From an optimization exercise on the open Yosys and OpenROAD flow, aimed at small area, a short achievable clock period and few clock cycles; shortcuts taken in it are not production practice. In this exercise RTL edits were held to simulation tests only and were not proved equivalent to the original. Power is estimated from default activity; no workload was simulated.

==> flow/run.sh <==
#!/bin/bash
# synth_recipe.tcl (not shown) runs the flow's synth.tcl, then flattens the netlist and writes it again
# the make line also repeats each setting of config.mk as NAME=value (left out here)
make -C /OpenROAD-flow-scripts/flow DESIGN_CONFIG=/design/flow/config.mk WORK_HOME=/design/flow/orfs CLKGATE_MAP_FILE= SYNTH_SCRIPT=/design/flow/synth_recipe.tcl finish
==> flow/config.mk <==
export PLATFORM = sky130hd
export DESIGN_NAME = dps_top
export DESIGN_NICKNAME = dps_top
export VERILOG_FILES = /design/flow/design.v
export SDC_FILE = /design/flow/constraint.sdc
export NUM_CORES = 4
export LEC_CHECK = 0
export CAP_MARGIN = 20
export CORE_MARGIN = 2
export CORE_UTILIZATION = 40
export PLACE_DENSITY = 0.6
export SLEW_MARGIN = 20
==> flow/constraint.sdc <==
create_clock -name core_clock -period 11.0 [get_ports {clk}]
set_input_delay 2.2000 -clock core_clock [delete_from_list [all_inputs] [get_ports {clk}]]
set_output_delay 2.2000 -clock core_clock [all_outputs]
set_load 0.01 [all_outputs]
==> flow/design.v <==
module dps_spi (
    input  wire       clk,
    input  wire       rst,
    input  wire       tx_valid,
    output wire       tx_ready,
    input  wire       tx_dc,
    input  wire [7:0] tx_byte,
    input  wire       tx_hold,    
    output wire       idle,
    output reg        spi_cs_n,
    output reg        spi_dc,
    output reg        spi_sclk,
    output reg        spi_mosi
);
    localparam S_IDLE = 3'd0,
               S_RISE = 3'd1,
               S_FALL = 3'd2,
               S_HOLD = 3'd3,
               S_GAP  = 3'd4;
    reg [2:0] state;
    reg [6:0] shreg;
    reg [2:0] bitcnt;
    reg       hold;
    assign tx_ready = (state == S_IDLE) || (state == S_HOLD);
    assign idle     = (state == S_IDLE);
    always @(posedge clk) begin
        if (rst) begin
            state    <= S_IDLE;
            spi_cs_n <= 1'b1;
            spi_dc   <= 1'b0;
            spi_sclk <= 1'b0;
            spi_mosi <= 1'b0;
            shreg    <= 7'd0;
            bitcnt   <= 3'd0;
            hold     <= 1'b0;
        end else begin
            case (state)
                S_IDLE, S_HOLD: begin
                    if (tx_valid) begin
                        if (state == S_IDLE) spi_dc <= tx_dc;
                        spi_cs_n <= 1'b0;
                        spi_mosi <= tx_byte[7];
                        shreg    <= tx_byte[6:0];
                        bitcnt   <= 3'd7;
                        hold     <= tx_hold;
                        state    <= S_RISE;
                    end
                end
                S_RISE: begin
                    spi_sclk <= 1'b1;
                    state    <= S_FALL;
                end
                S_FALL: begin
                    spi_sclk <= 1'b0;
                    if (bitcnt == 3'd0) begin
                        if (hold) begin
                            state <= S_HOLD;
                        end else begin
                            spi_cs_n <= 1'b1;
                            state    <= S_GAP;
                        end
                    end else begin
                        spi_mosi <= shreg[6];
                        shreg    <= {shreg[5:0], 1'b0};
                        bitcnt   <= bitcnt - 3'd1;
                        state    <= S_RISE;
                    end
                end
                default: begin
                    state <= S_IDLE;
                end
            endcase
        end
    end
endmodule
module dps_init_rom (
    input  wire [6:0]  idx,
    output reg  [10:0] entry
);
    localparam K_CMD  = 3'd0,    
               K_DAT  = 3'd1,    
               K_DLY  = 3'd2,    
               K_RSTA = 3'd3,    
               K_RSTD = 3'd4,    
               K_MAD  = 3'd5,    
               K_END  = 3'd6;    
    always @(*) begin
        case (idx)
            7'd0  : entry = {K_RSTA, 8'h00};
            7'd1  : entry = {K_DLY, 8'h00};
            7'd2  : entry = {K_RSTD, 8'h00};
            7'd3  : entry = {K_DLY, 8'h01};
            7'd4  : entry = {K_CMD, 8'h11};
            7'd5  : entry = {K_DLY, 8'h02};
            7'd6  : entry = {K_CMD, 8'h3A};
            7'd7  : entry = {K_DAT, 8'h05};
            7'd8  : entry = {K_CMD, 8'hB0};
            7'd9  : entry = {K_DAT, 8'h00};
            7'd10 : entry = {K_DAT, 8'hE8};
            7'd11 : entry = {K_CMD, 8'hB2};
            7'd12 : entry = {K_DAT, 8'h0C};
            7'd13 : entry = {K_DAT, 8'h0C};
            7'd14 : entry = {K_DAT, 8'h00};
            7'd15 : entry = {K_DAT, 8'h33};
            7'd16 : entry = {K_DAT, 8'h33};
            7'd17 : entry = {K_CMD, 8'hB7};
            7'd18 : entry = {K_DAT, 8'h35};
            7'd19 : entry = {K_CMD, 8'hBB};
            7'd20 : entry = {K_DAT, 8'h35};
            7'd21 : entry = {K_CMD, 8'hC0};
            7'd22 : entry = {K_DAT, 8'h2C};
            7'd23 : entry = {K_CMD, 8'hC2};
            7'd24 : entry = {K_DAT, 8'h01};
            7'd25 : entry = {K_CMD, 8'hC3};
            7'd26 : entry = {K_DAT, 8'h13};
            7'd27 : entry = {K_CMD, 8'hC4};
            7'd28 : entry = {K_DAT, 8'h20};
            7'd29 : entry = {K_CMD, 8'hC6};
            7'd30 : entry = {K_DAT, 8'h0F};
            7'd31 : entry = {K_CMD, 8'hD0};
            7'd32 : entry = {K_DAT, 8'hA4};
            7'd33 : entry = {K_DAT, 8'hA1};
            7'd34 : entry = {K_CMD, 8'hD6};
            7'd35 : entry = {K_DAT, 8'hA1};
            7'd36 : entry = {K_CMD, 8'hE0};
            7'd37 : entry = {K_DAT, 8'hF0};
            7'd38 : entry = {K_DAT, 8'h00};
            7'd39 : entry = {K_DAT, 8'h04};
            7'd40 : entry = {K_DAT, 8'h04};
            7'd41 : entry = {K_DAT, 8'h04};
            7'd42 : entry = {K_DAT, 8'h05};
            7'd43 : entry = {K_DAT, 8'h29};
            7'd44 : entry = {K_DAT, 8'h33};
            7'd45 : entry = {K_DAT, 8'h3E};
            7'd46 : entry = {K_DAT, 8'h38};
            7'd47 : entry = {K_DAT, 8'h12};
            7'd48 : entry = {K_DAT, 8'h12};
            7'd49 : entry = {K_DAT, 8'h28};
            7'd50 : entry = {K_DAT, 8'h30};
            7'd51 : entry = {K_CMD, 8'hE1};
            7'd52 : entry = {K_DAT, 8'hF0};
            7'd53 : entry = {K_DAT, 8'h07};
            7'd54 : entry = {K_DAT, 8'h0A};
            7'd55 : entry = {K_DAT, 8'h0D};
            7'd56 : entry = {K_DAT, 8'h0B};
            7'd57 : entry = {K_DAT, 8'h07};
            7'd58 : entry = {K_DAT, 8'h28};
            7'd59 : entry = {K_DAT, 8'h33};
            7'd60 : entry = {K_DAT, 8'h3E};
            7'd61 : entry = {K_DAT, 8'h36};
            7'd62 : entry = {K_DAT, 8'h14};
            7'd63 : entry = {K_DAT, 8'h14};
            7'd64 : entry = {K_DAT, 8'h29};
            7'd65 : entry = {K_DAT, 8'h32};
            7'd66 : entry = {K_CMD, 8'h36};
            7'd67 : entry = {K_MAD, 8'h00};
            7'd68 : entry = {K_CMD, 8'h21};
            7'd69 : entry = {K_DLY, 8'h03};
            7'd70 : entry = {K_CMD, 8'h29};
            7'd71 : entry = {K_END, 8'h00};
            default: entry = {K_END, 8'h00};
        endcase
    end
endmodule
module dps_top (
    input  wire       clk,
    input  wire       rst,
    input  wire       in_valid,
    input  wire [7:0] in_data,
    output wire       in_ready,
    input  wire       bus_ok,
    output wire       rsp_valid,
    output wire [7:0] rsp_data,
    input  wire       rsp_ready,
    output wire       spi_cs_n,
    output wire       spi_dc,
    output wire       spi_sclk,
    output wire       spi_mosi,
    output reg        lcd_rst_n,
    output reg  [9:0] bl_duty,
    output wire       bl_pwm,
    output reg        diag,
    output reg  [4:0] faults,
    output wire       idle
);
    localparam OP_INIT   = 8'h01, OP_ORIENT = 8'h02, OP_WINDOW = 8'h03,
               OP_PIXELS = 8'h04, OP_RAW    = 8'h05, OP_BRIGHT = 8'h06,
               OP_DIMS   = 8'h07, OP_CMD    = 8'h10, OP_DATA8  = 8'h11,
               OP_DATA16 = 8'h12;
    localparam F_ILLEGAL = 0, F_NOT_READY = 1, F_RANGE = 2,
               F_NOT_PRIMED = 3, F_COUNT = 4;
    localparam [7:0] T_RST_ASSERT  = 8'd64,
                     T_RST_RECOVER = 8'd128,
                     T_SLPOUT      = 8'd96,
                     T_PRE_DISPON  = 8'd32;
    localparam K_CMD = 3'd0, K_DAT = 3'd1, K_DLY = 3'd2, K_RSTA = 3'd3,
               K_RSTD = 3'd4, K_MAD = 3'd5, K_END = 3'd6;
    localparam S_OP = 3'd0, S_ARG = 3'd1, S_EXEC = 3'd2, S_EMIT = 3'd3,
               S_STREAM = 3'd4, S_RSP = 3'd5;
    reg  [2:0]  state;
    reg  [7:0]  op;
    reg  [63:0] arg;
    reg  [3:0]  nargs;
    reg  [6:0]  step;
    reg  [7:0]  timer;
    reg         timer_on;
    reg  [32:0] remain;
    reg  [31:0] rsp_buf;
    reg  [2:0]  rsp_cnt;
    reg         ready;
    reg         orient;       
    reg         primed;
    reg  [32:0] win_area;
    wire [7:0]  imm8  = arg[7:0];
    wire [15:0] x1 = arg[63:48], y1 = arg[47:32], x2 = arg[31:16], y2 = arg[15:0];
    wire [31:0] count = arg[31:0];
    function [3:0] op_len(input [7:0] o);
        case (o)
            OP_INIT, OP_ORIENT, OP_BRIGHT, OP_CMD, OP_DATA8: op_len = 4'd1;
            OP_DATA16:        op_len = 4'd2;
            OP_PIXELS, OP_RAW: op_len = 4'd4;
            OP_WINDOW:        op_len = 4'd8;
            default:          op_len = 4'd0;
        endcase
    endfunction
    wire op_legal = (op >= OP_INIT && op <= OP_DIMS) ||
                    (op >= OP_CMD && op <= OP_DATA16);
    wire [15:0] dim_w = orient ? 16'd172 : 16'd320;
    wire [15:0] dim_h = orient ? 16'd320 : 16'd172;
    wire [15:0] ofs_x = orient ? 16'd34  : 16'd0;
    wire [15:0] ofs_y = orient ? 16'd0   : 16'd34;
    wire [15:0] xw1 = x1 + ofs_x, xw2 = x2 + ofs_x;
    wire [15:0] yw1 = y1 + ofs_y, yw2 = y2 + ofs_y;
    wire [15:0] col_s = orient ? yw1 : xw1;
    wire [15:0] col_e = orient ? yw2 : xw2;
    wire [15:0] row_s = orient ? xw1 : yw1;
    wire [15:0] row_e = orient ? xw2 : yw2;
    wire x_ord = $signed(x1) <= $signed(x2);
    wire y_ord = $signed(y1) <= $signed(y2);
    wire in_range = !x1[15] && !y1[15] && x_ord && y_ord &&
                    ($signed({x2[15], x2}) < $signed({1'b0, dim_w})) &&
                    ($signed({y2[15], y2}) < $signed({1'b0, dim_h}));
    wire [16:0] win_w = {x2[15], x2} - {x1[15], x1} + 17'd1;
    wire [16:0] win_h = {y2[15], y2} - {y1[15], y1} + 17'd1;
    wire [33:0] area_full = win_w * win_h;
    wire [32:0] area_new  = (x_ord && y_ord) ? area_full[32:0] : 33'd0;
    wire count_bad_pix = {1'b0, count} != win_area;
    wire count_bad_raw = {2'b00, count} != {win_area, 1'b0};
    wire [9:0] duty_lin = imm8[6:0] * 4'd10;
    wire [9:0] duty_new = (imm8 == 8'd100) ? 10'd1023 : duty_lin;
    wire [10:0] rom_entry;
    dps_init_rom u_rom (.idx(step), .entry(rom_entry));
    reg [2:0] st_kind;
    reg [7:0] st_val;
    reg       st_hold;
    always @(*) begin
        st_kind = K_END;
        st_val  = 8'h00;
        st_hold = 1'b0;
        case (op)
            OP_INIT: begin
                st_kind = rom_entry[10:8];
                st_val  = rom_entry[7:0];
            end
            OP_ORIENT: begin
                case (step)
                    7'd0: begin st_kind = K_CMD; st_val = 8'h36; end
                    7'd1: begin st_kind = K_MAD; end
                    default: ;
                endcase
            end
            OP_WINDOW: begin
                case (step)
                    7'd0:  begin st_kind = K_CMD; st_val = 8'h2A; end
                    7'd1:  begin st_kind = K_DAT; st_val = col_s[15:8]; end
                    7'd2:  begin st_kind = K_DAT; st_val = col_s[7:0]; end
                    7'd3:  begin st_kind = K_DAT; st_val = col_e[15:8]; end
                    7'd4:  begin st_kind = K_DAT; st_val = col_e[7:0]; end
                    7'd5:  begin st_kind = K_CMD; st_val = 8'h2B; end
                    7'd6:  begin st_kind = K_DAT; st_val = row_s[15:8]; end
                    7'd7:  begin st_kind = K_DAT; st_val = row_s[7:0]; end
                    7'd8:  begin st_kind = K_DAT; st_val = row_e[15:8]; end
                    7'd9:  begin st_kind = K_DAT; st_val = row_e[7:0]; end
                    7'd10: begin st_kind = K_CMD; st_val = 8'h2C; end
                    default: ;
                endcase
            end
            OP_CMD: begin
                if (step == 7'd0) begin st_kind = K_CMD; st_val = imm8; end
            end
            OP_DATA8: begin
                if (step == 7'd0) begin st_kind = K_DAT; st_val = imm8; end
            end
            OP_DATA16: begin
                case (step)
                    7'd0: begin st_kind = K_DAT; st_val = arg[15:8]; st_hold = 1'b1; end
                    7'd1: begin st_kind = K_DAT; st_val = arg[7:0]; end
                    default: ;
                endcase
            end
            default: ;
        endcase
        if (st_kind == K_MAD) st_val = orient ? 8'hA0 : 8'h20;
    end
    wire is_tx_step = (st_kind == K_CMD) || (st_kind == K_DAT) || (st_kind == K_MAD);
    wire       tx_ready, spi_idle;
    wire       tx_valid = (state == S_EMIT && is_tx_step) ||
                          (state == S_STREAM && in_valid);
    wire       tx_dc    = (state == S_STREAM) ? 1'b1 : (st_kind != K_CMD);
    wire [7:0] tx_byte  = (state == S_STREAM) ? in_data : st_val;
    wire       tx_hold  = (state == S_STREAM) ? (remain != 33'd1) : st_hold;
    dps_spi u_spi (
        .clk(clk), .rst(rst),
        .tx_valid(tx_valid), .tx_ready(tx_ready), .tx_dc(tx_dc),
        .tx_byte(tx_byte), .tx_hold(tx_hold), .idle(spi_idle),
        .spi_cs_n(spi_cs_n), .spi_dc(spi_dc), .spi_sclk(spi_sclk),
        .spi_mosi(spi_mosi)
    );
    assign in_ready  = (state == S_OP) || (state == S_ARG) ||
                       (state == S_STREAM && tx_ready);
    assign rsp_valid = (state == S_RSP);
    assign rsp_data  = rsp_buf[31:24];
    assign idle      = (state == S_OP) && spi_idle;
    always @(posedge clk) begin
        if (rst) begin
            state     <= S_OP;
            op        <= 8'h00;
            arg       <= 64'd0;
            nargs     <= 4'd0;
            step      <= 7'd0;
            timer     <= 8'd0;
            timer_on  <= 1'b0;
            remain    <= 33'd0;
            rsp_buf   <= 32'd0;
            rsp_cnt   <= 3'd0;
            ready     <= 1'b0;
            orient    <= 1'b0;
            primed    <= 1'b0;
            win_area  <= 33'd0;
            lcd_rst_n <= 1'b1;
            bl_duty   <= 10'd0;
            diag      <= 1'b0;
            faults    <= 5'd0;
        end else begin
            diag <= 1'b0;
            case (state)
                S_OP: begin
                    if (in_valid) begin
                        op    <= in_data;
                        nargs <= op_len(in_data);
                        state <= (op_len(in_data) == 4'd0) ? S_EXEC : S_ARG;
                    end
                end
                S_ARG: begin
                    if (in_valid) begin
                        arg   <= {arg[55:0], in_data};
                        nargs <= nargs - 4'd1;
                        if (nargs == 4'd1) state <= S_EXEC;
                    end
                end
                S_EXEC: begin
                    step  <= 7'd0;
                    state <= S_OP;
                    if (!op_legal || (op == OP_ORIENT && imm8 > 8'd1)) begin
                        faults[F_ILLEGAL] <= 1'b1;
                    end else begin
                        case (op)
                            OP_INIT: begin
                                primed <= 1'b0;
                                if (!bus_ok) begin
                                    ready   <= 1'b0;
                                    rsp_buf <= 32'h00000000;
                                    rsp_cnt <= 3'd1;
                                    state   <= S_RSP;
                                end else begin
                                    state <= S_EMIT;
                                end
                            end
                            OP_ORIENT: begin
                                if (!ready) faults[F_NOT_READY] <= 1'b1;
                                orient <= imm8[0];
                                primed <= 1'b0;
                                state  <= S_EMIT;
                            end
                            OP_WINDOW: begin
                                if (!ready) faults[F_NOT_READY] <= 1'b1;
                                if (!in_range) faults[F_RANGE] <= 1'b1;
                                win_area <= area_new;
                                primed   <= 1'b1;
                                state    <= S_EMIT;
                            end
                            OP_PIXELS, OP_RAW: begin
                                if (!ready) faults[F_NOT_READY] <= 1'b1;
                                if (!primed) faults[F_NOT_PRIMED] <= 1'b1;
                                else if (op == OP_PIXELS ? count_bad_pix : count_bad_raw)
                                    faults[F_COUNT] <= 1'b1;
                                primed <= 1'b0;
                                remain <= (op == OP_PIXELS) ? {count, 1'b0} : {1'b0, count};
                                if (count != 32'd0) state <= S_STREAM;
                            end
                            OP_BRIGHT: begin
                                if (!ready) faults[F_NOT_READY] <= 1'b1;
                                if (imm8 > 8'd100) diag <= 1'b1;
                                else bl_duty <= duty_new;
                            end
                            OP_DIMS: begin
                                rsp_buf <= {dim_w, dim_h};
                                rsp_cnt <= 3'd4;
                                state   <= S_RSP;
                            end
                            default: begin  
                                primed <= 1'b0;
                                state  <= S_EMIT;
                            end
                        endcase
                    end
                end
                S_EMIT: begin
                    case (st_kind)
                        K_CMD, K_DAT, K_MAD: begin
                            if (tx_ready) step <= step + 7'd1;
                        end
                        K_DLY: begin
                            if (!timer_on) begin
                                if (spi_idle) begin
                                    timer_on <= 1'b1;
                                    case (st_val[1:0])
                                        2'd0: timer <= T_RST_ASSERT;
                                        2'd1: timer <= T_RST_RECOVER;
                                        2'd2: timer <= T_SLPOUT;
                                        default: timer <= T_PRE_DISPON;
                                    endcase
                                end
                            end else if (timer == 8'd0) begin
                                timer_on <= 1'b0;
                                step     <= step + 7'd1;
                            end else begin
                                timer <= timer - 8'd1;
                            end
                        end
                        K_RSTA, K_RSTD: begin
                            if (spi_idle) begin
                                lcd_rst_n <= (st_kind == K_RSTD);
                                step      <= step + 7'd1;
                            end
                        end
                        default: begin  
                            if (spi_idle) begin
                                if (op == OP_INIT) begin
                                    ready   <= 1'b1;
                                    if (imm8 > 8'd100) diag <= 1'b1;
                                    else bl_duty <= duty_new;
                                    rsp_buf <= 32'h01000000;
                                    rsp_cnt <= 3'd1;
                                    state   <= S_RSP;
                                end else begin
                                    state <= S_OP;
                                end
                            end
                        end
                    endcase
                end
                S_STREAM: begin
                    if (in_valid && tx_ready) begin
                        remain <= remain - 33'd1;
                        if (remain == 33'd1) state <= S_OP;
                    end
                end
                S_RSP: begin
                    if (rsp_ready) begin
                        rsp_buf <= {rsp_buf[23:0], 8'h00};
                        rsp_cnt <= rsp_cnt - 3'd1;
                        if (rsp_cnt == 3'd1) state <= S_OP;
                    end
                end
                default: state <= S_OP;
            endcase
        end
    end
    reg [9:0] pwm_cnt;
    always @(posedge clk) begin
        if (rst) pwm_cnt <= 10'd0;
        else     pwm_cnt <= pwm_cnt + 10'd1;
    end
    assign bl_pwm = pwm_cnt < bl_duty;
endmodule
==> impl_metrics.ini <==
[run_status]
outcome = timing/DRC/antenna clean

[clocking]
htreeDepth = 1
clockBufferDepth = 3
root_buffer = clkbuf_16
numClockSinks = 232
path_clk_slew_ns = 0.07
clock_latency_ns = 0.57
cts_tree = built
postCtsSetupRepairBufs = 0
cts_hold_buf = 0
cts_resized = 0
cts_buffers = 27

[setup_path]
path_max_fanout = 17
cp_slowest_cell = fa_1
reg2reg_from = arg[17]
rr_endpoint = win_area[31]
ff2ff_setup_slack_ns = 1.11
worstSetupEndpointType = flop
arrival_ns = 10.40
crit_required_ns = 11.51
worstSetupStartpointType = flop
max_stage_delay_ns = 0.54
r2r_cells = 42
worstSetupPathType = flop to flop

[grt]
use_met3_pct = 3.81
grt_pass1_wl_mm = 134
grt_max_degree = 91
grt.busiest_layer = met2
grt_pass1_vias = 23300
grt_usage_pct = 23.6
overflow = 0
met1_usage_pct = 34.4
grt_use_met2_pct = 36.6
grt_antenna_before_repair = 1

[yosys]
async_flop_share_pct = 0
synth_edf_count = 0
synth_cell_types = 92
yosys_warnings = 3
synth-seq-area-share_pct = 16.9
synth_area_leaders = dfxtp_1, fa_1, ha_1
ys_ff_latch = 232
synth.cell_area_um2 = 27400
ys_top_cells_by_count = nand2_1, inv_1, a21oi_1
syn-mean-instance-area_um2 = 7.68
synth.most_common_cell = nand2_1
syn_inst = 3573
synth_top_area_cell = dfxtp_1
netlist.area_leader.share_pct = 16.9
synth_ff_type = dfxtp_1

[layout]
diodes = 0
syn2layout_area_growth_pct = 8.17
final_area_um2 = 29700
nets = 4000
drive_gt1_share_pct = 4.68
final.fill_count = 7025

[min_path]
min_path_type = flop to flop
hold_end = u_spi.shreg[2]
hp-start = u_spi.shreg[2]
whs_path_depth = 2

[routing]
totalWireLength_mm = 83.5
viasPerCell = 5.62
vias = 24800
avgRoutedWirePerCell_um = 19.0
route.antenna.remaining_nets = 0
drt_iter0_markers = 2553
drc = 0
first_pass_iters = 7

[die]
io_pins = 46
core_region_area_um2 = 68200
die_width_um = 266
rows = 96
start_util_pct = 40.2
die-height_um = 266
dieArea_um2 = 70700

[power_and_ir_drop]
intPower_mw = 1.57
power_frac_clock_pct = 45.2
sw_frac_of_total_pct = 29.2
comb_power_share_pct = 15.6
switching_power_mw = 0.647
vdd_drop_max_uv = 110
p_seq_share_pct = 39.2
power.density_nw_per_um2 = 74.8
leakagePower_nw = 12.8

[timing]
timing.hold.ws_ns = 0.455
rsz0062_at_grt = no
finalCriticalPeriod_ns = 9.89
relSlewSlack_pct = 27.8
finClkSkew_ns = 0.0298
finalMaxSlewViolations = 0
worst_pin_slew_ns = 1.08
fin_crit_sh_pct = 89.9
fmax_mhz = 101
hold_viol_final = 0
fin_setup_tns_ns = 0
setup_viol = 0

[place]
place_hpwl_mm = 62.4
port_buffers = 43
dpl-instance-area_um2 = 28700
globalplace.congestion = 1.00

[flow_run]
timing.max_cap.violations = 0
routing by layer:
layer,routed length [µm],part of all wire [%]
met3,6210,7.4
met4,2060,2.5
met2,36900,44
met5,0,0
met1,38300,46
layout by cell type, fill, tap and decap left out, types with 10 or more instances in the layout:
cell type,instances
a211oi_1,40
a21o_1,33
a21oi_1,265
a221oi_1,15
a22oi_1,25
a31oi_1,27
a32oi_1,11
and2_1,99
and3_1,22
buf_4,69
clkbuf_16,27
clkdlybuf4s50_1,42
dfxtp_1,231
fa_1,226
ha_1,257
inv_1,418
mux2i_1,52
nand2_1,520
nand2b_1,29
nand3_1,101
nand3b_1,10
nand4_1,30
nor2_1,244
nor2b_1,24
nor3_1,90
nor4_1,29
o211ai_1,27
o21a_1,15
o21ai_0,121
o21bai_1,12
o22ai_1,25
o31ai_1,16
or2_2,11
or3_1,19
xnor2_1,125
xor2_1,36
registers in the layout, summed over array words and instances (netlist names), 3 cells and up:
register / flops
arg: 64
bl_duty: 10
faults: 5
nargs: 4
op: 8
pwm_cnt: 10
remain: 33
rom_entry: 11
rsp_buf: 9
rsp_cnt: 3
state: 3
step: 7
timer: 8
u_spi.bitcnt: 3
u_spi.shreg: 7
u_spi.state: 3
win_area: 33
stage by stage:
step	total power, mW	worst slack (ns)	cells	utilization [%]
after floorplan	1.12	1.54	3574	-
final	2.22	1.11	4406	43.5
after detailed placement	1.23	1.19	4357	42.1
after CTS	2.24	1.15	4406	43.5
after global routing	2.31	0.411	4406	43.5
after global placement	1.23	1.30	4357	42.1
cells by family after synthesis:
group	synth area share, %
AOI/OAI and AO/OA	17.1
xor gates and xnor gates	5.29
adders and majority gates	28.3
buffers and inverters	8.83
DFF	16.9
muxes	2.02
other	0.0137
and+or+nand+nor	21.5
worst max-delay path: cells and delay by family (launching register included):
| kind | cells | cell delay [ns] |
|---|---|---|
| flops | 1 | 0.52 |
| xor+xnor | 1 | 0.12 |
| fa+ha+maj | 10 | 4.32 |
| buf+inv | 8 | 0.71 |
| simple gates | 7 | 0.76 |
| compound gates | 16 | 3.41 |
power groups by stage:
stage | registers (mW) | clock network, mW | logic [mW]
after floorplan | 0.883 | 0 | 0.235
after global placement | 0.889 | 0 | 0.343
after CTS | 0.870 | 1.02 | 0.347
after detailed placement | 0.889 | 0 | 0.345
final | 0.871 | 1.00 | 0.347
after global routing | 0.872 | 1.05 | 0.384
worst max-delay path by stage:
stage / start / to / slack [ns] / depth (start not counted)
2_1_floorplan: arg[1] / win_area[31] / 1.54 / 40
4_1_cts: arg[17] / win_area[31] / 1.15 / 42
3_3_place_gp: arg[17] / win_area[31] / 1.30 / 42
5_1_grt: arg[17] / win_area[31] / 0.41 / 42
3_5_place_dp: arg[17] / win_area[31] / 1.19 / 42
6_report: arg[17] / win_area[31] / 1.11 / 42
area by class of cell:
cell class,instances,area (µm²),area share (%)
timing repair buffer,112,950,3.20
sequential,232,4650,15.7
tap,882,1100,3.72
clock buffer,29,693,2.34
clock inverter,20,277,0.932
multi-input combinational,2710,20400,68.8
inverter,421,1580,5.33
Testbench counts, summed over its fixed seeds: cycles 1,082,951.

[afterwards: timing with drivers on the ports]
The flow's constraints put no driver on any port. The routed layout listed below was extracted and timed again, unchanged, in two steps.
Step 1 (the two cells are an assumption about what drives the block):
set clk [get_ports {clk}]
set_driving_cell -lib_cell sky130_fd_sc_hd__clkbuf_16 $clk
set_driving_cell -lib_cell sky130_fd_sc_hd__buf_2 [delete_from_list [all_inputs] $clk]
Step 2 times the ports against the registers' clock, not the clock port: input delays grow and output delays shrink by t, the midpoint of the rising clock arrivals with the driver on.
Three values: no drivers, after step 1, after step 2; two values: the first two.
shift t [ns]: 0.613
setup slack, ns: 1.112 / 1.112 / 1.112
worst setup path after step 2: register to register
worst slew at a driven data input, ns: 0.04
cell pins on the clock port's net: 1
After both steps setup and hold are still met in this run. For this run, drivers alone change the setup slack by 0.000 ns; drivers and shift together by 0.000 ns.
